This design comes from an exercise in tuning for small area, a short achievable clock period and few clock cycles per item on the open sky130 flow, not from production work. In this exercise RTL edits were held to simulation tests only and were not proved equivalent to the original.

==> flow/design.v, too long to show whole: its modules and the start of the top module <==
// module fp64_mul: 88 lines
// module fp64_mul_tree: 5690 lines
// module fp64_add: 108 lines
// module lorenc_ks: 203 lines
module lorenc_ks (
    input  wire        clk,
    input  wire        rst,
    input  wire        load,
    input  wire [63:0] pos0_in,
    input  wire [63:0] pos1_in,
    input  wire [63:0] pos2_in,
    input  wire [5:0]  mix_in,      
    input  wire [5:0]  tap_in,      
    input  wire        in_valid,
    output wire        in_ready,
    input  wire [7:0]  in_byte,
    input  wire        in_dec,
    output reg         out_valid,
    output reg  [7:0]  out_byte,
    output reg  [9:0]  out_digit,
    output reg         out_nx
);
  // ...
==> flow/run.sh <==
#!/bin/bash
# synth_recipe.tcl (not shown) runs the flow's synth.tcl, then flattens the netlist and writes it again
# the make line also repeats each setting of config.mk as NAME=value (left out here)
make -C /OpenROAD-flow-scripts/flow DESIGN_CONFIG=/design/flow/config.mk WORK_HOME=/design/flow/orfs CLKGATE_MAP_FILE= SYNTH_SCRIPT=/design/flow/synth_recipe.tcl finish
==> flow/config.mk <==
export PLATFORM = sky130hd
export DESIGN_NAME = lorenc_ks
export DESIGN_NICKNAME = lorenc_ks
export VERILOG_FILES = /design/flow/design.v
export SDC_FILE = /design/flow/constraint.sdc
export NUM_CORES = 8
export LEC_CHECK = 0
export ABC_CLOCK_PERIOD_IN_PS = 6000
export CAP_MARGIN = 20
export CORE_MARGIN = 2
export CORE_UTILIZATION = 50
export PLACE_DENSITY = 0.65
export SLEW_MARGIN = 20
==> flow/constraint.sdc <==
create_clock -name core_clock -period 30.0 [get_ports {clk}]
set_input_delay 6.0000 -clock core_clock [delete_from_list [all_inputs] [get_ports {clk}]]
set_output_delay 6.0000 -clock core_clock [all_outputs]
set_load 0.01 [all_outputs]
==> impl_metrics.csv, run 1 <==
group,metric,value,unit
outcome,status,"timing/DRC/antenna clean",
placed_design,dpl.hpwl,492400,microns
final_layout,reg_top3,"u_mul.s_r x106, u_mul.c_r x105",
placed_design,place_ws,20.09,ns
detailed_routing,postRouteAntennaNets,0,
critical_path,end_kind,"flop",
detailed_routing,wirelength,701700,microns
clocking,clockBufferDepth,3,
floorplan,num_io_pins,238,
yosys,synthAdderAreaFrac,22.10,%
final_layout,multi_input_area,0.1043,sq mm
clocking,cts_root_buffer,"clkbuf_16",
global_route,track_usage,46.79,%
final_layout,nFlopsAndLatches,971,
sta,clock.fmax,0.09627,GHz
sta,min_period_over_period,34.62,%
final_layout,seq_share,18.59,%
detailed_routing,drt_iter0_markers,22440,
final_layout,largest_reg_flops,106,
sta,fin_tns_setup,0,ns
global_route,grt_max_degree,106,
sta,tightest_slew,1.373,ns
min_path,min_delay_worst_endpoint,"out_digit[8]",
floorplan,coreArea,0.2852,sq mm
critical_path,worstSetupPathType,"flop to flop",
sta,holdWs,0.3431,ns
global_route,busiest_layer,"met2",
detailed_routing,met3WireLength,103200,microns
final_layout,multi_input_cells,12260,
critical_path,cp-startpoint,"py[53]",
yosys,synth_edf_count,900,
placed_design,gp_congestion,1.125,
clocking,cts_buffers,108,
sta,hold_viol_final,0,
global_route,use_met1,53.91,%
final_layout,final_cell_mix,"1669 x inv_1, 1645 x a22oi_1, 1304 x fa_1, 1248 x nand2_1, 979 x xnor2_1",
yosys,syn-num-nets,18260,
Testbench counts, summed over its fixed seeds: cycles 18,480, items 1,536.
==> module fp64_mul, before the edit <==
module fp64_mul (
    input  wire        clk,
    input  wire        kill,
    input  wire [63:0] a,
    input  wire [63:0] b,
    output reg  [63:0] y,
    output wire        frz
);
    wire        a_sgn = a[63], b_sgn = b[63];
    wire [10:0] a_exp = a[62:52], b_exp = b[62:52];
    wire [51:0] a_frc = a[51:0],  b_frc = b[51:0];
    wire a_nan  = (a_exp == 11'h7ff) && (a_frc != 0);
    wire b_nan  = (b_exp == 11'h7ff) && (b_frc != 0);
    wire a_inf  = (a_exp == 11'h7ff) && (a_frc == 0);
    wire b_inf  = (b_exp == 11'h7ff) && (b_frc == 0);
    wire a_zero = (a_exp == 0) && (a_frc == 0);
    wire b_zero = (b_exp == 0) && (b_frc == 0);
    wire [52:0] ma = {a_exp != 0, a_frc};
    wire [52:0] mb = {b_exp != 0, b_frc};
    wire [11:0] esum = {1'b0, (a_exp == 0) ? 11'd1 : a_exp} + {1'b0, (b_exp == 0) ? 11'd1 : b_exp};
    wire        spec = a_nan || b_nan || a_inf || b_inf || a_zero || b_zero;
    wire        rare = !spec && ((a_exp == 0) || (b_exp == 0) || (esum <= 12'd1024));
    wire [105:0] ps, pc;
    fp64_mul_tree u_tree (.a(ma), .b(mb), .s(ps), .c(pc));
    reg [105:0] s_r, c_r;
    reg [11:0]  e_r;
    reg         sgn_r, nan_r, inf_r, zero_r;
    reg         rare_r, done_r, res_r, stk_r, dn_r;
    wire [105:0] p = s_r + c_r;
    assign frz = rare_r && !done_r;
    always @(posedge clk) begin
        if (kill) begin
            rare_r <= 1'b0;
            done_r <= 1'b0;
        end else if (!frz) begin
            s_r    <= ps;
            c_r    <= pc;
            e_r    <= esum;
            sgn_r  <= a_sgn ^ b_sgn;
            nan_r  <= a_nan || b_nan || (a_inf && b_zero) || (b_inf && a_zero);
            inf_r  <= a_inf || b_inf;
            zero_r <= a_zero || b_zero;
            rare_r <= rare;
            done_r <= 1'b0;
            res_r  <= 1'b0;
            stk_r  <= 1'b0;
            dn_r   <= 1'b0;
        end else if (!res_r) begin
            s_r   <= p;
            c_r   <= 106'd0;
            res_r <= 1'b1;
        end else if (s_r[105:104] == 2'b00 && e_r > 12'd1023) begin
            s_r <= {s_r[104:0], 1'b0};
            e_r <= e_r - 12'd1;
        end else if (e_r < 12'd913) begin
            s_r   <= 106'd0;
            stk_r <= 1'b1;
            e_r   <= 12'd1023;
        end else if (e_r < 12'd1023) begin
            s_r   <= {1'b0, s_r[105:1]};
            stk_r <= stk_r | s_r[0];
            e_r   <= e_r + 12'd1;
        end else begin
            dn_r   <= (e_r == 12'd1023);
            done_r <= 1'b1;
        end
    end
    wire         hi   = p[105] || dn_r;
    wire [52:0]  man  = hi ? p[105:53] : p[104:52];
    wire         grd  = hi ? p[52] : p[51];
    wire         stk  = (hi ? (p[51:0] != 0) : (p[50:0] != 0)) || stk_r;
    wire         rup  = grd && (stk || man[0]);
    wire [11:0]  e_fld = dn_r ? {11'd0, man[52]} : (p[105] ? e_r - 12'd1022 : e_r - 12'd1023);
    wire [62:0]  mag  = {e_fld[10:0], man[51:0]} + {62'd0, rup};
    wire         ovf  = (e_fld >= 12'd2047);
    always @* begin
        if (nan_r)
            y = 64'h7ff8000000000000;
        else if (inf_r)
            y = {sgn_r, 11'h7ff, 52'd0};
        else if (zero_r)
            y = {sgn_r, 63'd0};
        else if (ovf)
            y = {sgn_r, 11'h7ff, 52'd0};
        else
            y = {sgn_r, mag};
    end
endmodule
==> module fp64_add, before the edit <==
module fp64_add (
    input  wire        clk,
    input  wire        a_s,
    input  wire [11:0] a_e,
    input  wire [52:0] a_m,
    input  wire        a_inf,
    input  wire        a_nan,
    input  wire        b_s,
    input  wire [11:0] b_e,
    input  wire [52:0] b_m,
    input  wire        b_inf,
    input  wire        b_nan,
    input  wire        pair,
    input  wire        pr,
    input  wire [11:0] p_e,
    input  wire        hold,
    output reg  [63:0] y
);
    wire [12:0] dab   = {1'b0, a_e} - {1'b0, b_e};
    wire [12:0] dba   = {1'b0, b_e} - {1'b0, a_e};
    wire        swap  = !pr && dab[12];             
    wire [11:0] e_big = pr ? p_e : swap ? b_e : a_e;
    wire [52:0] m_big = swap ? b_m : a_m;
    wire [52:0] m_sml = swap ? a_m : b_m;
    wire [11:0] d     = swap ? dba[11:0] : dab[11:0];
    wire [5:0]  d_c   = pr ? 6'd3 : (d[11:6] != 0) ? 6'd63 : d[5:0];
    wire [55:0] ms_x  = {m_sml, 3'b000};
    wire [55:0] ms_sh = ms_x >> d_c;
    function [5:0] tzc;
        input [52:0] v;
        integer j;
        begin
            tzc = 6'd63;
            for (j = 52; j >= 0; j = j - 1)
                if (v[j]) tzc = j[5:0];
        end
    endfunction
    wire [5:0]  tz_a  = tzc(a_m);
    wire [5:0]  tz_b  = tzc(b_m);
    wire [6:0]  tz_s  = {1'b0, swap ? tz_a : tz_b} + 7'd3;
    wire        ms_lost = tz_s < {1'b0, d_c};
    wire [11:0] lmax  = e_big - 12'd1;
    reg  [52:0] mb1;
    reg  [55:0] ms1;
    reg  [11:0] e1;
    reg  [5:0]  lmax1;
    reg         eq1, sub1, sb1, bs1, nan1, inf1, infs1, pair1;
    always @(posedge clk) if (!hold) begin
        mb1   <= m_big;
        ms1   <= {ms_sh[55:1], ms_sh[0] | ms_lost};
        e1    <= e_big;
        lmax1 <= (lmax[11:6] != 0) ? 6'd63 : lmax[5:0];
        eq1   <= !pr && (a_e == b_e);
        sub1  <= a_s ^ b_s;
        sb1   <= swap ? b_s : a_s;
        bs1   <= b_s;
        nan1  <= a_nan || b_nan || (a_inf && b_inf && (a_s != b_s) && !pair);
        inf1  <= a_inf || b_inf;
        infs1 <= a_inf ? a_s : b_s;
        pair1 <= pair;
    end
    wire [56:0] ms_x2 = {1'b0, ms1} ^ {57{sub1}};
    wire [56:0] sum_f = {1'b0, mb1, 3'b000} + ms_x2 + {56'd0, sub1};
    wire [52:0] dn    = ms1[55:3] - mb1;
    wire        neg   = eq1 && sub1 && sum_f[56];
    wire [56:0] sum   = neg ? {1'b0, dn, 3'b000} : sum_f;
    reg  [5:0]  lz;
    integer     k;
    always @* begin
        lz = 6'd56;
        for (k = 0; k < 56; k = k + 1)
            if (sum[k]) lz = 6'd55 - k[5:0];
    end
    reg  [56:0] sum_r;
    reg  [11:0] e_r;
    reg  [5:0]  lsh;
    reg         s_r, sub_r, nan_r, inf_r, infs_r, pair_r;
    always @(posedge clk) if (!hold) begin
        sum_r  <= sum;
        e_r    <= e1;
        lsh    <= (lz > lmax1) ? lmax1 : lz;
        s_r    <= neg ? bs1 : sb1;
        sub_r  <= sub1;
        nan_r  <= nan1;
        inf_r  <= inf1;
        infs_r <= infs1;
        pair_r <= pair1;
    end
    wire [55:0] sn_l  = sum_r[55:0] << lsh;
    wire [55:0] sn    = sum_r[56] ? {sum_r[56:2], sum_r[1] | sum_r[0]} : sn_l;
    wire [12:0] e_res = sum_r[56] ? ({1'b0, e_r} + 13'd1) : ({1'b0, e_r} - {7'd0, lsh});
    wire [52:0] man   = sn[55:3];
    wire        rup   = sn[2] && (sn[1] || sn[0] || man[0]);
    wire [10:0] e_fld = man[52] ? e_res[10:0] : 11'd0;
    wire [62:0] mag   = {e_fld, man[51:0]} + {62'd0, rup};
    always @* begin
        if (nan_r)
            y = 64'h7ff8000000000000;
        else if (inf_r)
            y = {infs_r, 11'h7ff, 52'd0};
        else if (sum_r == 0)
            y = {(sub_r && !pair_r) ? 1'b0 : s_r, 63'd0};
        else if (e_res >= 13'd2047)
            y = {s_r, 11'h7ff, 52'd0};
        else
            y = {s_r, mag};
    end
endmodule
==> module lorenc_ks, before the edit <==
module lorenc_ks (
    input  wire        clk,
    input  wire        rst,
    input  wire        load,
    input  wire [63:0] pos0_in,
    input  wire [63:0] pos1_in,
    input  wire [63:0] pos2_in,
    input  wire [5:0]  mix_in,      
    input  wire [5:0]  tap_in,      
    input  wire        in_valid,
    output wire        in_ready,
    input  wire [7:0]  in_byte,
    input  wire        in_dec,
    output reg         out_valid,
    output reg  [7:0]  out_byte,
    output reg  [9:0]  out_digit,
    output reg         out_nx
);
    localparam [63:0] EXT_SCALE = 64'h42D6BCC41E900000;  
    localparam [63:0] C_Y0      = 64'h4024000000000000;  
    localparam [63:0] C_Z2      = 64'hBFFAAAAAAAAAAAAB;  
    localparam [63:0] DT        = 64'h3F847AE147AE147B;  
    reg [63:0] px, py, pz;
    reg [1:0]  mix0, mix1, mix2;
    reg [1:0]  tap0, tap1, tap2;
    reg [63:0] ra, rm, rt;
    reg [7:0]  e0, e1, e2;
    reg        o0, o1, o2;
    reg [13:0] st;
    reg        running;
    reg [1:0]  ahead;       
    reg a_px32, a_px8n, a_px, a_ra, a_rt, a_py, a_pz;    
    reg b_px4n, b_pxn, b_py2n, b_rm, b_rmn;              
    reg m_px, m_py, m_pz, m_ra;                          
    reg mb_ext, mb_cy0, mb_pz, mb_py, mb_cz2, mb_dt;     
    function [11:0] ex1;
        input [63:0] v;
        ex1 = (v[62:52] == 11'd0) ? 12'd1 : {1'b0, v[62:52]};
    endfunction
    function [52:0] sig;
        input [63:0] v;
        sig = {v[62:52] != 11'd0, v[51:0]};
    endfunction
    function isinf;
        input [63:0] v;
        isinf = (v[62:52] == 11'h7ff) && (v[51:0] == 52'd0);
    endfunction
    function isnan;
        input [63:0] v;
        isnan = (v[62:52] == 11'h7ff) && (v[51:0] != 52'd0);
    endfunction
    wire [11:0] px_e1 = ex1(px);
    wire [52:0] px_m  = sig(px);
    reg  [11:0] py2_e;    
    wire [52:0] py2_m = (py[62:52] == 11'd0) ? {py[51:0], 1'b0} : {1'b1, py[51:0]};
    wire        py2_i = isinf(py) || (py[62:52] == 11'd2046);
    wire        a_s   = (px[63] & (a_px32 | a_px)) | (~px[63] & a_px8n) | (ra[63] & a_ra)
                      | (rt[63] & a_rt) | (py[63] & a_py) | (pz[63] & a_pz);
    wire [11:0] p_e   = px_e1 + (a_px32 ? 12'd5 : 12'd3);
    wire [11:0] a_e   = ({12{a_px32 | a_px8n | a_px}} & px_e1) | ({12{a_ra}} & ex1(ra)) | ({12{a_rt}} & ex1(rt))
                      | ({12{a_py}} & ex1(py)) | ({12{a_pz}} & ex1(pz));
    wire [52:0] a_m   = ({53{a_px32 | a_px8n | a_px}} & px_m) | ({53{a_ra}} & sig(ra))
                      | ({53{a_rt}} & sig(rt)) | ({53{a_py}} & sig(py)) | ({53{a_pz}} & sig(pz));
    wire        a_inf = ((a_px32 | a_px8n | a_px) & isinf(px)) | (a_ra & isinf(ra)) | (a_rt & isinf(rt))
                      | (a_py & isinf(py)) | (a_pz & isinf(pz));
    wire        a_nan = ((a_px32 | a_px8n | a_px) & isnan(px)) | (a_ra & isnan(ra)) | (a_rt & isnan(rt))
                      | (a_py & isnan(py)) | (a_pz & isnan(pz));
    wire        b_s   = (~px[63] & (b_px4n | b_pxn)) | (~py[63] & b_py2n) | ((rm[63] ^ b_rmn) & b_rm);
    wire [11:0] b_e   = ({12{b_px4n | b_pxn}} & px_e1)
                      | ({12{b_py2n}} & py2_e) | ({12{b_rm}} & ex1(rm));
    wire [52:0] b_m   = ({53{b_px4n | b_pxn}} & px_m) | ({53{b_py2n}} & py2_m) | ({53{b_rm}} & sig(rm));
    wire        b_inf = ((b_px4n | b_pxn) & isinf(px)) | (b_py2n & py2_i) | (b_rm & isinf(rm));
    wire        b_nan = ((b_px4n | b_pxn) & isnan(px)) | (b_py2n & isnan(py)) | (b_rm & isnan(rm));
    wire [63:0] add_y;
    fp64_add u_add (
        .clk(clk),
        .a_s(a_s), .a_e(a_e), .a_m(a_m), .a_inf(a_inf), .a_nan(a_nan),
        .b_s(b_s), .b_e(b_e), .b_m(b_m), .b_inf(b_inf), .b_nan(b_nan),
        .pair(a_px32), .pr(a_px32 | a_px8n), .p_e(p_e), .hold(frz), .y(add_y)
    );
    wire [63:0] ma = ({64{m_px}} & px) | ({64{m_py}} & py) | ({64{m_pz}} & pz) | ({64{m_ra}} & ra);
    wire [63:0] mb = ({64{mb_ext}} & EXT_SCALE) | ({64{mb_cy0}} & C_Y0) | ({64{mb_pz}} & pz)
                   | ({64{mb_py}} & py) | ({64{mb_cz2}} & C_Z2) | ({64{mb_dt}} & DT);
    wire [63:0] mul_y;
    wire        frz;     
    fp64_mul u_mul (.clk(clk), .kill(rst | load), .a(ma), .b(mb), .y(mul_y), .frz(frz));
    wire        p_sgn = rm[63];
    wire [10:0] p_exp = rm[62:52];
    wire        p_big = (p_exp >= 11'd1086);
    wire        p_oor = p_big && !(p_sgn && (p_exp == 11'd1086) && (rm[51:0] == 0));
    wire        p_in  = (p_exp >= 11'd1023) && !p_big;
    wire [5:0]  p_sh  = 6'd61 - p_exp[5:0];    
    wire [62:0] p_w   = {1'b1, rm[51:0], 10'd0} >> p_sh;
    wire [31:0] p_mag = p_in ? p_w[31:0] : 32'd0;
    wire [31:0] p_int = p_sgn ? (32'd0 - p_mag) : p_mag;
    function [7:0] tbyte;
        input [31:0] v;
        input [1:0]  t;
        begin
            case (t)
                2'd0: tbyte = v[7:0];
                2'd1: tbyte = v[15:8];
                2'd2: tbyte = v[23:16];
                default: tbyte = v[31:24];
            endcase
        end
    endfunction
    function [1:0] mix_next;
        input [1:0] m;
        input [7:0] e;
        reg   [9:0] s;
        begin
            s = ({8'd0, m} + {2'd0, e}) % 10'd3;
            mix_next = s[1:0];
        end
    endfunction
    wire        x_pos0 = st[2], x_pos1 = st[7], x_pos2 = st[8];
    function sel;
        input [1:0] m;
        input       s0, s1, s2;
        begin
            sel = (s0 && m == 2'd0) || (s1 && m == 2'd1) || (s2 && m == 2'd2);
        end
    endfunction
    wire we0 = sel(mix0, x_pos0, x_pos1, x_pos2);
    wire we1 = sel(mix1, x_pos0, x_pos1, x_pos2);
    wire we2 = sel(mix2, x_pos0, x_pos1, x_pos2);
    reg [10:0] q0, q1;       
    reg [1:0]  qn;
    reg        br_v;
    reg [7:0]  br_b;
    reg        br_d;
    wire [9:0] digit = {2'b00, e0} + {2'b00, e1} + {2'b00, e2};
    wire       nx    = o0 | o1 | o2;
    wire       push  = st[9] && !frz;
    wire       fire  = br_v && (qn != 2'd0);
    wire       take  = in_valid && in_ready;
    assign in_ready = !br_v || (qn != 2'd0);
    wire start = running && !frz && (ahead <= 2'd1) && (st[10:0] == 11'd0);
    wire [13:0] stn = rst ? 14'd0 : load ? 14'd1 : frz ? st : {st[12:0], start};
    always @(posedge clk) begin
        a_px32 <= stn[0]; a_px8n <= stn[1]; a_px <= stn[9]; a_ra <= stn[3] | stn[4] | stn[6];
        a_rt <= stn[5]; a_py <= stn[11]; a_pz <= stn[10];
        b_px4n <= stn[0]; b_pxn <= stn[1]; b_py2n <= stn[3]; b_rmn <= stn[6];
        b_rm <= ~(stn[0] | stn[1] | stn[3]);
        m_px <= stn[0] | stn[3] | stn[4]; m_py <= stn[2] | stn[5]; m_pz <= stn[1] | stn[6];
        m_ra <= stn[7] | stn[8] | stn[9];
        mb_ext <= stn[0] | stn[5] | stn[6]; mb_cy0 <= stn[2]; mb_pz <= stn[4]; mb_py <= stn[3];
        mb_cz2 <= stn[1]; mb_dt <= stn[7] | stn[8] | stn[9];
        py2_e <= (py[62:52] == 11'd0) ? 12'd1 : {1'b0, py[62:52]} + 12'd1;
        if (!frz) rm <= mul_y;
        if ((st[2] | st[3] | st[5] | st[6] | st[7] | st[8]) && !frz) ra <= add_y;
        if (st[3] && !frz) rt <= rm;
        if (we0 && !frz) begin e0 <= tbyte(p_int, tap0); o0 <= p_oor; end
        if (we1 && !frz) begin e1 <= tbyte(p_int, tap1); o1 <= p_oor; end
        if (we2 && !frz) begin e2 <= tbyte(p_int, tap2); o2 <= p_oor; end
        if (load) begin
            px <= pos0_in;
            py <= pos1_in;
            pz <= pos2_in;
            mix0 <= mix_in[1:0]; mix1 <= mix_in[3:2]; mix2 <= mix_in[5:4];
            tap0 <= tap_in[1:0]; tap1 <= tap_in[3:2]; tap2 <= tap_in[5:4];
        end else begin
            if (st[11] && !frz) px <= add_y;
            if (st[12] && !frz) pz <= add_y;
            if (st[13] && !frz) py <= add_y;
            if (push) begin
                mix0 <= mix_next(mix0, e0); mix1 <= mix_next(mix1, e1); mix2 <= mix_next(mix2, e2);
                tap0 <= tap0 + e0[1:0];     tap1 <= tap1 + e1[1:0];     tap2 <= tap2 + e2[1:0];
            end
        end
        if (push && (qn == 2'd0 || (qn == 2'd1 && fire))) q0 <= {nx, digit};
        else if (fire) q0 <= q1;
        if (push) q1 <= {nx, digit};
        if (take) begin
            br_b <= in_byte;
            br_d <= in_dec;
        end
        out_byte  <= br_d ? (br_b - q0[7:0]) : (br_b + q0[7:0]);
        out_digit <= q0[9:0];
        out_nx    <= q0[10];
        if (rst) begin
            st        <= 14'd0;
            running   <= 1'b0;
            ahead     <= 2'd0;
            qn        <= 2'd0;
            br_v      <= 1'b0;
            out_valid <= 1'b0;
        end else begin
            out_valid <= fire;
            br_v      <= take || (br_v && !fire);
            st <= stn;
            if (load) begin
                running <= 1'b1;
                ahead   <= 2'd1;
                qn      <= 2'd0;
            end else begin
                ahead <= ahead + {1'b0, start} - {1'b0, fire};
                qn    <= qn + {1'b0, push} - {1'b0, fire};
            end
        end
    end
endmodule
==> run 2, diff against run 1 <==
--- a/flow/design.v
+++ b/flow/design.v
@@ -3,6 +3,9 @@
     input  wire        kill,
     input  wire [63:0] a,
+    input  wire        ah,       
     input  wire [63:0] b,
+    input  wire        bh,       
     output reg  [63:0] y,
+    output wire        yh,       
     output wire        frz
 );
@@ -14,13 +17,13 @@
     wire a_inf  = (a_exp == 11'h7ff) && (a_frc == 0);
     wire b_inf  = (b_exp == 11'h7ff) && (b_frc == 0);
-    wire a_zero = (a_exp == 0) && (a_frc == 0);
-    wire b_zero = (b_exp == 0) && (b_frc == 0);
-    wire [52:0] ma = {a_exp != 0, a_frc};
-    wire [52:0] mb = {b_exp != 0, b_frc};
-    wire [11:0] esum = {1'b0, (a_exp == 0) ? 11'd1 : a_exp} + {1'b0, (b_exp == 0) ? 11'd1 : b_exp};
+    wire a_zero = !ah && (a_frc == 0);
+    wire b_zero = !bh && (b_frc == 0);
+    wire [52:0] ma = {ah, a_frc};
+    wire [52:0] mb = {bh, b_frc};
+    wire [11:0] esum = {1'b0, a_exp[10:1], a_exp[0] | !ah} + {1'b0, b_exp[10:1], b_exp[0] | !bh};
     wire        spec = a_nan || b_nan || a_inf || b_inf || a_zero || b_zero;
-    wire        rare = !spec && ((a_exp == 0) || (b_exp == 0) || (esum <= 12'd1024));
+    wire        rare = !spec && (!ah || !bh || (esum <= 12'd1024));
     wire [105:0] ps, pc;
-    fp64_mul_tree u_tree (.a(ma), .b(mb), .s(ps), .c(pc));
+    fp64_mul_tree u_tree (.a(mb), .b(ma), .s(ps), .c(pc));
     reg [105:0] s_r, c_r;
     reg [11:0]  e_r;
@@ -34,4 +37,12 @@
             done_r <= 1'b0;
         end else if (!frz) begin
+            rare_r <= rare;
+            done_r <= 1'b0;
+        end else if (res_r && !(s_r[105:104] == 2'b00 && e_r > 12'd1023) && !(e_r < 12'd1023)) begin
+            done_r <= 1'b1;
+        end
+    end
+    always @(posedge clk) begin
+        if (!frz) begin
             s_r    <= ps;
             c_r    <= pc;
@@ -41,6 +52,4 @@
             inf_r  <= a_inf || b_inf;
             zero_r <= a_zero || b_zero;
-            rare_r <= rare;
-            done_r <= 1'b0;
             res_r  <= 1'b0;
             stk_r  <= 1'b0;
@@ -63,5 +72,4 @@
         end else begin
             dn_r   <= (e_r == 12'd1023);
-            done_r <= 1'b1;
         end
     end
@@ -74,4 +82,5 @@
     wire [62:0]  mag  = {e_fld[10:0], man[51:0]} + {62'd0, rup};
     wire         ovf  = (e_fld >= 12'd2047);
+    assign yh = nan_r || inf_r || (!zero_r && (!dn_r || man[52] || (rup && man[51:0] == {52{1'b1}})));
     always @* begin
         if (nan_r)
@@ -5793,14 +5802,17 @@
     input  wire [11:0] p_e,
     input  wire        hold,
-    output reg  [63:0] y
+    output reg  [63:0] y,
+    output wire        yh        
 );
     wire [12:0] dab   = {1'b0, a_e} - {1'b0, b_e};
     wire [12:0] dba   = {1'b0, b_e} - {1'b0, a_e};
     wire        swap  = !pr && dab[12];             
+    wire        flip  = !pr && (a_e == b_e) && (b_m > a_m) && (a_s ^ b_s);
     wire [11:0] e_big = pr ? p_e : swap ? b_e : a_e;
     wire [52:0] m_big = swap ? b_m : a_m;
     wire [52:0] m_sml = swap ? a_m : b_m;
-    wire [11:0] d     = swap ? dba[11:0] : dab[11:0];
-    wire [5:0]  d_c   = pr ? 6'd3 : (d[11:6] != 0) ? 6'd63 : d[5:0];
+    wire [5:0]  dab_c = (dab[11:6] != 0) ? 6'd63 : dab[5:0];
+    wire [5:0]  dba_c = (dba[11:6] != 0) ? 6'd63 : dba[5:0];
+    wire [5:0]  d_c   = pr ? 6'd3 : swap ? dba_c : dab_c;
     wire [55:0] ms_x  = {m_sml, 3'b000};
     wire [55:0] ms_sh = ms_x >> d_c;
@@ -5819,18 +5831,16 @@
     wire        ms_lost = tz_s < {1'b0, d_c};
     wire [11:0] lmax  = e_big - 12'd1;
-    reg  [52:0] mb1;
-    reg  [55:0] ms1;
+    reg  [56:0] mb1;
+    reg  [56:0] ms1;
     reg  [11:0] e1;
     reg  [5:0]  lmax1;
-    reg         eq1, sub1, sb1, bs1, nan1, inf1, infs1, pair1;
+    reg         sub1, sb1, nan1, inf1, infs1, pair1;
     always @(posedge clk) if (!hold) begin
-        mb1   <= m_big;
-        ms1   <= {ms_sh[55:1], ms_sh[0] | ms_lost};
+        mb1   <= {1'b0, m_big, 3'b000} ^ {57{flip}};
+        ms1   <= {1'b0, ms_sh[55:1], ms_sh[0] | ms_lost} ^ {57{(a_s ^ b_s) && !flip}};
         e1    <= e_big;
         lmax1 <= (lmax[11:6] != 0) ? 6'd63 : lmax[5:0];
-        eq1   <= !pr && (a_e == b_e);
         sub1  <= a_s ^ b_s;
-        sb1   <= swap ? b_s : a_s;
-        bs1   <= b_s;
+        sb1   <= (swap || flip) ? b_s : a_s;
         nan1  <= a_nan || b_nan || (a_inf && b_inf && (a_s != b_s) && !pair);
         inf1  <= a_inf || b_inf;
@@ -5838,9 +5848,5 @@
         pair1 <= pair;
     end
-    wire [56:0] ms_x2 = {1'b0, ms1} ^ {57{sub1}};
-    wire [56:0] sum_f = {1'b0, mb1, 3'b000} + ms_x2 + {56'd0, sub1};
-    wire [52:0] dn    = ms1[55:3] - mb1;
-    wire        neg   = eq1 && sub1 && sum_f[56];
-    wire [56:0] sum   = neg ? {1'b0, dn, 3'b000} : sum_f;
+    wire [56:0] sum   = mb1 + ms1 + {56'd0, sub1};
     reg  [5:0]  lz;
     integer     k;
@@ -5858,5 +5864,5 @@
         e_r    <= e1;
         lsh    <= (lz > lmax1) ? lmax1 : lz;
-        s_r    <= neg ? bs1 : sb1;
+        s_r    <= sb1;
         sub_r  <= sub1;
         nan_r  <= nan1;
@@ -5872,4 +5878,5 @@
     wire [10:0] e_fld = man[52] ? e_res[10:0] : 11'd0;
     wire [62:0] mag   = {e_fld, man[51:0]} + {62'd0, rup};
+    assign yh = nan_r || inf_r || (sum_r != 0 && (man[52] || (rup && man[51:0] == {52{1'b1}}) || e_res >= 13'd2047));
     always @* begin
         if (nan_r)
@@ -5908,4 +5915,5 @@
     localparam [63:0] DT        = 64'h3F847AE147AE147B;  
     reg [63:0] px, py, pz;
+    reg        pxh, pyh, pzh, rah, rmh, rth;    
     reg [1:0]  mix0, mix1, mix2;
     reg [1:0]  tap0, tap1, tap2;
@@ -5919,12 +5927,14 @@
     reg b_px4n, b_pxn, b_py2n, b_rm, b_rmn;              
     reg m_px, m_py, m_pz, m_ra;                          
-    reg mb_ext, mb_cy0, mb_pz, mb_py, mb_cz2, mb_dt;     
+    reg mb_ext, mb_cy0, mb_px, mb_cz2, mb_dt;            
     function [11:0] ex1;
         input [63:0] v;
-        ex1 = (v[62:52] == 11'd0) ? 12'd1 : {1'b0, v[62:52]};
+        input        h;
+        ex1 = {1'b0, v[62:53], v[52] | !h};
     endfunction
     function [52:0] sig;
         input [63:0] v;
-        sig = {v[62:52] != 11'd0, v[51:0]};
+        input        h;
+        sig = {h, v[51:0]};
     endfunction
     function isinf;
@@ -5936,16 +5946,16 @@
         isnan = (v[62:52] == 11'h7ff) && (v[51:0] != 52'd0);
     endfunction
-    wire [11:0] px_e1 = ex1(px);
-    wire [52:0] px_m  = sig(px);
+    wire [11:0] px_e1 = ex1(px, pxh);
+    wire [52:0] px_m  = sig(px, pxh);
     reg  [11:0] py2_e;    
-    wire [52:0] py2_m = (py[62:52] == 11'd0) ? {py[51:0], 1'b0} : {1'b1, py[51:0]};
+    wire [52:0] py2_m = pyh ? {1'b1, py[51:0]} : {py[51:0], 1'b0};
     wire        py2_i = isinf(py) || (py[62:52] == 11'd2046);
     wire        a_s   = (px[63] & (a_px32 | a_px)) | (~px[63] & a_px8n) | (ra[63] & a_ra)
                       | (rt[63] & a_rt) | (py[63] & a_py) | (pz[63] & a_pz);
     wire [11:0] p_e   = px_e1 + (a_px32 ? 12'd5 : 12'd3);
-    wire [11:0] a_e   = ({12{a_px32 | a_px8n | a_px}} & px_e1) | ({12{a_ra}} & ex1(ra)) | ({12{a_rt}} & ex1(rt))
-                      | ({12{a_py}} & ex1(py)) | ({12{a_pz}} & ex1(pz));
-    wire [52:0] a_m   = ({53{a_px32 | a_px8n | a_px}} & px_m) | ({53{a_ra}} & sig(ra))
-                      | ({53{a_rt}} & sig(rt)) | ({53{a_py}} & sig(py)) | ({53{a_pz}} & sig(pz));
+    wire [11:0] a_e   = ({12{a_px32 | a_px8n | a_px}} & px_e1) | ({12{a_ra}} & ex1(ra, rah)) | ({12{a_rt}} & ex1(rt, rth))
+                      | ({12{a_py}} & ex1(py, pyh)) | ({12{a_pz}} & ex1(pz, pzh));
+    wire [52:0] a_m   = ({53{a_px32 | a_px8n | a_px}} & px_m) | ({53{a_ra}} & sig(ra, rah))
+                      | ({53{a_rt}} & sig(rt, rth)) | ({53{a_py}} & sig(py, pyh)) | ({53{a_pz}} & sig(pz, pzh));
     wire        a_inf = ((a_px32 | a_px8n | a_px) & isinf(px)) | (a_ra & isinf(ra)) | (a_rt & isinf(rt))
                       | (a_py & isinf(py)) | (a_pz & isinf(pz));
@@ -5954,21 +5964,25 @@
     wire        b_s   = (~px[63] & (b_px4n | b_pxn)) | (~py[63] & b_py2n) | ((rm[63] ^ b_rmn) & b_rm);
     wire [11:0] b_e   = ({12{b_px4n | b_pxn}} & px_e1)
-                      | ({12{b_py2n}} & py2_e) | ({12{b_rm}} & ex1(rm));
-    wire [52:0] b_m   = ({53{b_px4n | b_pxn}} & px_m) | ({53{b_py2n}} & py2_m) | ({53{b_rm}} & sig(rm));
+                      | ({12{b_py2n}} & py2_e) | ({12{b_rm}} & ex1(rm, rmh));
+    wire [52:0] b_m   = ({53{b_px4n | b_pxn}} & px_m) | ({53{b_py2n}} & py2_m) | ({53{b_rm}} & sig(rm, rmh));
     wire        b_inf = ((b_px4n | b_pxn) & isinf(px)) | (b_py2n & py2_i) | (b_rm & isinf(rm));
     wire        b_nan = ((b_px4n | b_pxn) & isnan(px)) | (b_py2n & isnan(py)) | (b_rm & isnan(rm));
     wire [63:0] add_y;
+    wire        add_h, mul_h;    
     fp64_add u_add (
         .clk(clk),
         .a_s(a_s), .a_e(a_e), .a_m(a_m), .a_inf(a_inf), .a_nan(a_nan),
         .b_s(b_s), .b_e(b_e), .b_m(b_m), .b_inf(b_inf), .b_nan(b_nan),
-        .pair(a_px32), .pr(a_px32 | a_px8n), .p_e(p_e), .hold(frz), .y(add_y)
+        .pair(a_px32), .pr(a_px32 | a_px8n), .p_e(p_e), .hold(frz), .y(add_y), .yh(add_h)
     );
     wire [63:0] ma = ({64{m_px}} & px) | ({64{m_py}} & py) | ({64{m_pz}} & pz) | ({64{m_ra}} & ra);
-    wire [63:0] mb = ({64{mb_ext}} & EXT_SCALE) | ({64{mb_cy0}} & C_Y0) | ({64{mb_pz}} & pz)
-                   | ({64{mb_py}} & py) | ({64{mb_cz2}} & C_Z2) | ({64{mb_dt}} & DT);
+    wire        mah = (m_px & pxh) | (m_py & pyh) | (m_pz & pzh) | (m_ra & rah);
+    wire        mbh = mb_ext | mb_cy0 | mb_cz2 | mb_dt | (mb_px & pxh);
+    wire [63:0] mb = ({64{mb_ext}} & EXT_SCALE) | ({64{mb_cy0}} & C_Y0) | ({64{mb_px}} & px)
+                   | ({64{mb_cz2}} & C_Z2) | ({64{mb_dt}} & DT);
     wire [63:0] mul_y;
     wire        frz;     
-    fp64_mul u_mul (.clk(clk), .kill(rst | load), .a(ma), .b(mb), .y(mul_y), .frz(frz));
+    fp64_mul u_mul (.clk(clk), .kill(rst | load), .a(ma), .ah(mah), .b(mb), .bh(mbh),
+                    .y(mul_y), .yh(mul_h), .frz(frz));
     wire        p_sgn = rm[63];
     wire [10:0] p_exp = rm[62:52];
@@ -6025,4 +6039,7 @@
     wire start = running && !frz && (ahead <= 2'd1) && (st[10:0] == 11'd0);
     wire [13:0] stn = rst ? 14'd0 : load ? 14'd1 : frz ? st : {st[12:0], start};
+    reg  [10:0] stm;
+    wire        startm = running && !frz && (ahead <= 2'd1) && (stm[10:0] == 11'd0);
+    wire [10:0] stnm = rst ? 11'd0 : load ? 11'd1 : frz ? stm : {stm[9:0], startm};
     always @(posedge clk) begin
         a_px32 <= stn[0]; a_px8n <= stn[1]; a_px <= stn[9]; a_ra <= stn[3] | stn[4] | stn[6];
@@ -6030,25 +6047,26 @@
         b_px4n <= stn[0]; b_pxn <= stn[1]; b_py2n <= stn[3]; b_rmn <= stn[6];
         b_rm <= ~(stn[0] | stn[1] | stn[3]);
-        m_px <= stn[0] | stn[3] | stn[4]; m_py <= stn[2] | stn[5]; m_pz <= stn[1] | stn[6];
-        m_ra <= stn[7] | stn[8] | stn[9];
-        mb_ext <= stn[0] | stn[5] | stn[6]; mb_cy0 <= stn[2]; mb_pz <= stn[4]; mb_py <= stn[3];
-        mb_cz2 <= stn[1]; mb_dt <= stn[7] | stn[8] | stn[9];
+        stm <= stnm;
+        m_px <= stnm[0]; m_py <= stnm[2] | stnm[3] | stnm[5]; m_pz <= stnm[1] | stnm[4] | stnm[6];
+        m_ra <= stnm[7] | stnm[8] | stnm[9];
+        mb_ext <= stnm[0] | stnm[5] | stnm[6]; mb_cy0 <= stnm[2]; mb_px <= stnm[3] | stnm[4];
+        mb_cz2 <= stnm[1]; mb_dt <= stnm[7] | stnm[8] | stnm[9];
         py2_e <= (py[62:52] == 11'd0) ? 12'd1 : {1'b0, py[62:52]} + 12'd1;
-        if (!frz) rm <= mul_y;
-        if ((st[2] | st[3] | st[5] | st[6] | st[7] | st[8]) && !frz) ra <= add_y;
-        if (st[3] && !frz) rt <= rm;
+        if (!frz) begin rm <= mul_y; rmh <= mul_h; end
+        if ((st[2] | st[3] | st[5] | st[6] | st[7] | st[8]) && !frz) begin ra <= add_y; rah <= add_h; end
+        if (st[3] && !frz) begin rt <= rm; rth <= rmh; end
         if (we0 && !frz) begin e0 <= tbyte(p_int, tap0); o0 <= p_oor; end
         if (we1 && !frz) begin e1 <= tbyte(p_int, tap1); o1 <= p_oor; end
         if (we2 && !frz) begin e2 <= tbyte(p_int, tap2); o2 <= p_oor; end
         if (load) begin
-            px <= pos0_in;
-            py <= pos1_in;
-            pz <= pos2_in;
+            px <= pos0_in; pxh <= (pos0_in[62:52] != 11'd0);
+            py <= pos1_in; pyh <= (pos1_in[62:52] != 11'd0);
+            pz <= pos2_in; pzh <= (pos2_in[62:52] != 11'd0);
             mix0 <= mix_in[1:0]; mix1 <= mix_in[3:2]; mix2 <= mix_in[5:4];
             tap0 <= tap_in[1:0]; tap1 <= tap_in[3:2]; tap2 <= tap_in[5:4];
         end else begin
-            if (st[11] && !frz) px <= add_y;
-            if (st[12] && !frz) pz <= add_y;
-            if (st[13] && !frz) py <= add_y;
+            if (st[11] && !frz) begin px <= add_y; pxh <= add_h; end
+            if (st[12] && !frz) begin pz <= add_y; pzh <= add_h; end
+            if (st[13] && !frz) begin py <= add_y; pyh <= add_h; end
             if (push) begin
                 mix0 <= mix_next(mix0, e0); mix1 <= mix_next(mix1, e1); mix2 <= mix_next(mix2, e2);
--- a/flow/config.mk
+++ b/flow/config.mk
@@ -6,8 +6,7 @@
 export NUM_CORES = 8
 export LEC_CHECK = 0
-export ABC_CLOCK_PERIOD_IN_PS = 6000
-export CAP_MARGIN = 20
+export CAP_MARGIN = 60
 export CORE_MARGIN = 2
 export CORE_UTILIZATION = 50
 export PLACE_DENSITY = 0.65
-export SLEW_MARGIN = 20
+export SLEW_MARGIN = 60
==> run 2 against run 1 <==
Effect of this change: design area grew 2.5%; count of clock-buffer cells in the layout fell by 1; via count hardly changed; clock skew is 0.0023 ns higher; first-iteration DRC count shrank 2.5%; die area is 1.2% lower; hold slack got worse by 0.0057 ns; synthesized cell count is 3.1% lower.
==> impl_metrics.csv, run 2 <==
group,metric,value,unit
floorplan,die-width,536.3,microns
min_path,hold_class,"flop to flop",
critical_path,start_kind,"flop",
final_layout,drive_gt1_share,10.58,%
global_route,grt_pass1_vias,134900,
sta,holdWs,0.3374,ns
detailed_routing,postRouteAntennaNets,0,
global_route,grt_pass1_wl,1022000,microns
detailed_routing,viasPerCell,7.210,
final_layout,final.fill_count,25930,
floorplan,num_io_pins,238,
outcome,status,"timing/DRC/antenna clean",
run,cap_violations,0,
sta,min_period_over_period,27.65,%
critical_path,required,30.53,ns
sta,setup_violations,0,
yosys,synthTopCellsByArea,"edfxtp_1 19%, fa_1 18%, a22oi_1 8.8%",
clocking,cts_max_level,3,
yosys,synth_area_per_cell,8.976,sq um
clocking,cts.sinks,986,
final_layout,multi_input_area,0.1044,sq mm
sta,slew_viol_final,0,
critical_path,worstSetupPathType,"flop to flop",
clocking,cts_tree,"built",
final_layout,layout.nets,17400,
detailed_routing,drc,0,
critical_path,path_max_fanout,28,
clocking,clkLatencyLatePin,0.87,ns
detailed_routing,dr.pass1.iters,14,
sta,max_slew_margin,53.17,%
floorplan,die-area,0.2876,sq mm
sta,fin_tns_setup,0,ns
floorplan,initial_core_util,50.23,%
detailed_routing,wirelength,733600,microns
clocking,clockBufferDepth,3,
yosys,yosysMostFrequentCell,"a22oi_1",
sta,hold_viol_final,0,
global_route,track_usage,49.83,%
yosys,syn-num-nets,17750,
floorplan,rows,195,
clocking,cts_buffers,110,
yosys,async_flop_share,0,%
detailed_routing,vias,139300,
sta,skew,0.1020,ns
yosys,syn_inst,15780,
yosys,synth_edf_count,903,
clocking,post_cts_resize_count,0,
placed_design,io_buffer_count,237,
yosys,yosys.area.top_type,"edfxtp_1",
detailed_routing,drt_iter0_markers,21870,
final_layout,register_area,0.02880,sq mm
yosys,synth_common_cells,"1667 x a22oi_1, 1644 x inv_1, 1305 x fa_1",
sta,tightest_slew,0.6990,ns
sta,min_period,8.295,ns
yosys,ys_ff_latch,986,
final_layout,final_cell_mix,"1665 x a22oi_1, 1638 x inv_1, 1305 x fa_1, 1163 x nand2_1, 903 x edfxtp_1",
yosys,synth_area,0.1417,sq mm
yosys,ys_seq_area_share,20.31,%
sta,worst_slack,21.70,ns
final_layout,layout_commonest_cell,"a22oi_1",
sta,clock.fmax,0.1206,GHz
global_route,antenna_found_initial,56,
final_layout,largest_reg_flops,106,
global_route,overflow,0,
placed_design,gp_congestion,1.098,
detailed_routing,avgRoutedWirePerCell,37.97,microns
floorplan,coreArea,0.2820,sq mm
clocking,clk_pin_slew_worst_paths,0.07,ns
final_layout,regMostFlops,"u_mul.s_r",
sta,rsz0062_at_grt,"false",
critical_path,end_kind,"flop",
yosys,yosys_warnings,3,
final_layout,reg_top3,"u_mul.s_r x106, u_mul.c_r x105",
final_layout,area_growth,10.81,%
yosys,synthFlopType,"edfxtp_1",
clocking,cts_root_buffer,"clkbuf_16",
placed_design,dpl.hpwl,526700,microns
critical_path,critical_path_arrival,8.83,ns
placed_design,place_ws,21.85,ns
yosys,yosys.area.top_type_share,19.14,%
yosys,yosys.cell_types.count,114,
clocking,post_cts_buffers,0,
global_route,grt_max_degree,106,
floorplan,die_y,536.3,microns
clocking,ctsHoldBuffers,0,
-- run 2: cell count changes in the layout (fill, tap and decap cells not counted), moves of 47 or more --
cell and change:
a21o_1 -87, a21oi_1 -114, a222oi_1 +69, buf_6 +120, mux2_2 +47, nand2_1 -85
nand3_1 -195, nor2_1 -72, o21ai_0 -148, xnor2_1 -115
-- run 2: worst max-delay path: stages, from the launching register on --
cell and delay, ns:
dfxtp_2 0.46, buf_4 0.29, a22o_1 0.24, a221oi_1 0.25, buf_4 0.24, inv_1 0.09
nor2_2 0.45, nand2_1 0.18, o21ai_4 0.08, buf_4 0.33, buf_4 0.60, a22oi_1 0.17
xnor2_1 0.19, fa_1 0.54, inv_1 0.06, fa_1 0.53, inv_1 0.06, fa_1 0.48
inv_1 0.06, fa_1 0.50, fa_1 0.53, fa_1 0.54, inv_1 0.05, fa_1 0.54
a222oi_1 0.30, o21ai_0 0.15
-- run 2: routing by layer --
metal  vias to the layer above  track usage (%)  wire length [microns]
met3                      4035            19.18                 103500
li1                      55280                -                      -
met5                         -           0.3947                    279
met4                        36            45.42                  83700
met1                     67640            57.03                 243400
met2                     12290            71.80                 302700
-- run 2: through the flow --
| step | util, % | instances | area, sq um |
|---|---|---|---|
| 2_1_floorplan | - | 15780 | 141700 |
| 3_3_place_gp | 52.56 | 18900 | 148200 |
| 3_5_place_dp | 53.78 | 19020 | 151700 |
| 4_1_cts | 55.22 | 19230 | 155700 |
| 5_1_grt | 55.63 | 19280 | 156900 |
| 6_report | 55.66 | 19320 | 157000 |
-- run 2: kinds of logic after synthesis --
group	count (synthesis)	synth area share [%]
AO/OA/AOI/OAI	4209	20.95
XOR/XNOR	1829	11.32
adder cells (fa/ha/maj)	1752	22.39
buffers and inverters	3008	8.068
flip-flops	986	20.31
multiplexers	552	5.250
AND/OR/NAND/NOR	3447	11.71
-- run 2: area by class of cell --
type / count / share of cell area [%]
Tap cell: 3743 / 2.983
Sequential cell: 986 / 18.35
Antenna cell: 49 / 0.07811
Multi-Input combinational cell: 11790 / 66.53
Clock buffer: 127 / 1.807
Timing Repair Buffer: 885 / 5.509
Inverter: 1658 / 3.971
Clock inverter: 82 / 0.7763
-- run 2: path summary, 6_finish.rpt --
kind	from	to	slack, ns	cells after the start
setup reg to reg	stm[0]	u_mul.s_r[61]	21.70	25
hold reg to reg	u_add.e1[2]	u_add.e_r[2]	0.34	0
hold / removal	u_add.e1[2]	u_add.e_r[2]	0.34	0
setup / recovery	stm[0]	u_mul.s_r[61]	21.70	25
Testbench counts of run 2, summed over its fixed seeds: cycles 18,480, items 1,536.

-- re-timing with driven ports --
The flow's constraints put no driver on any port. The routed layouts listed below were extracted and timed again, unchanged, in two steps. Step 1 sets driving cells, clkbuf_16 on the clock port and buf_2 on the other inputs (assumed; they add their load-dependent delay and slew). Step 2, shift: input delay + t, output delay - t, t = (earliest + latest rising clock arrival at the registers) / 2. This alone moves slack from input paths to output paths. a / b / c = ideal ports / drivers / drivers and shift; a / b = the first two.
run | t, ns | setup WS [ns] | worst register clock-pin slew, ns
run 1 | 0.892 | 19.613 / 19.613 / 19.613 | 0.08 / 0.08
run 2 | 0.927 | 21.705 / 21.705 / 21.697 | 0.08 / 0.08
After both steps setup and hold are still met in every run listed. For run 2, which loses most, drivers alone change the setup slack by 0.000 ns; drivers and shift together by -0.008 ns.
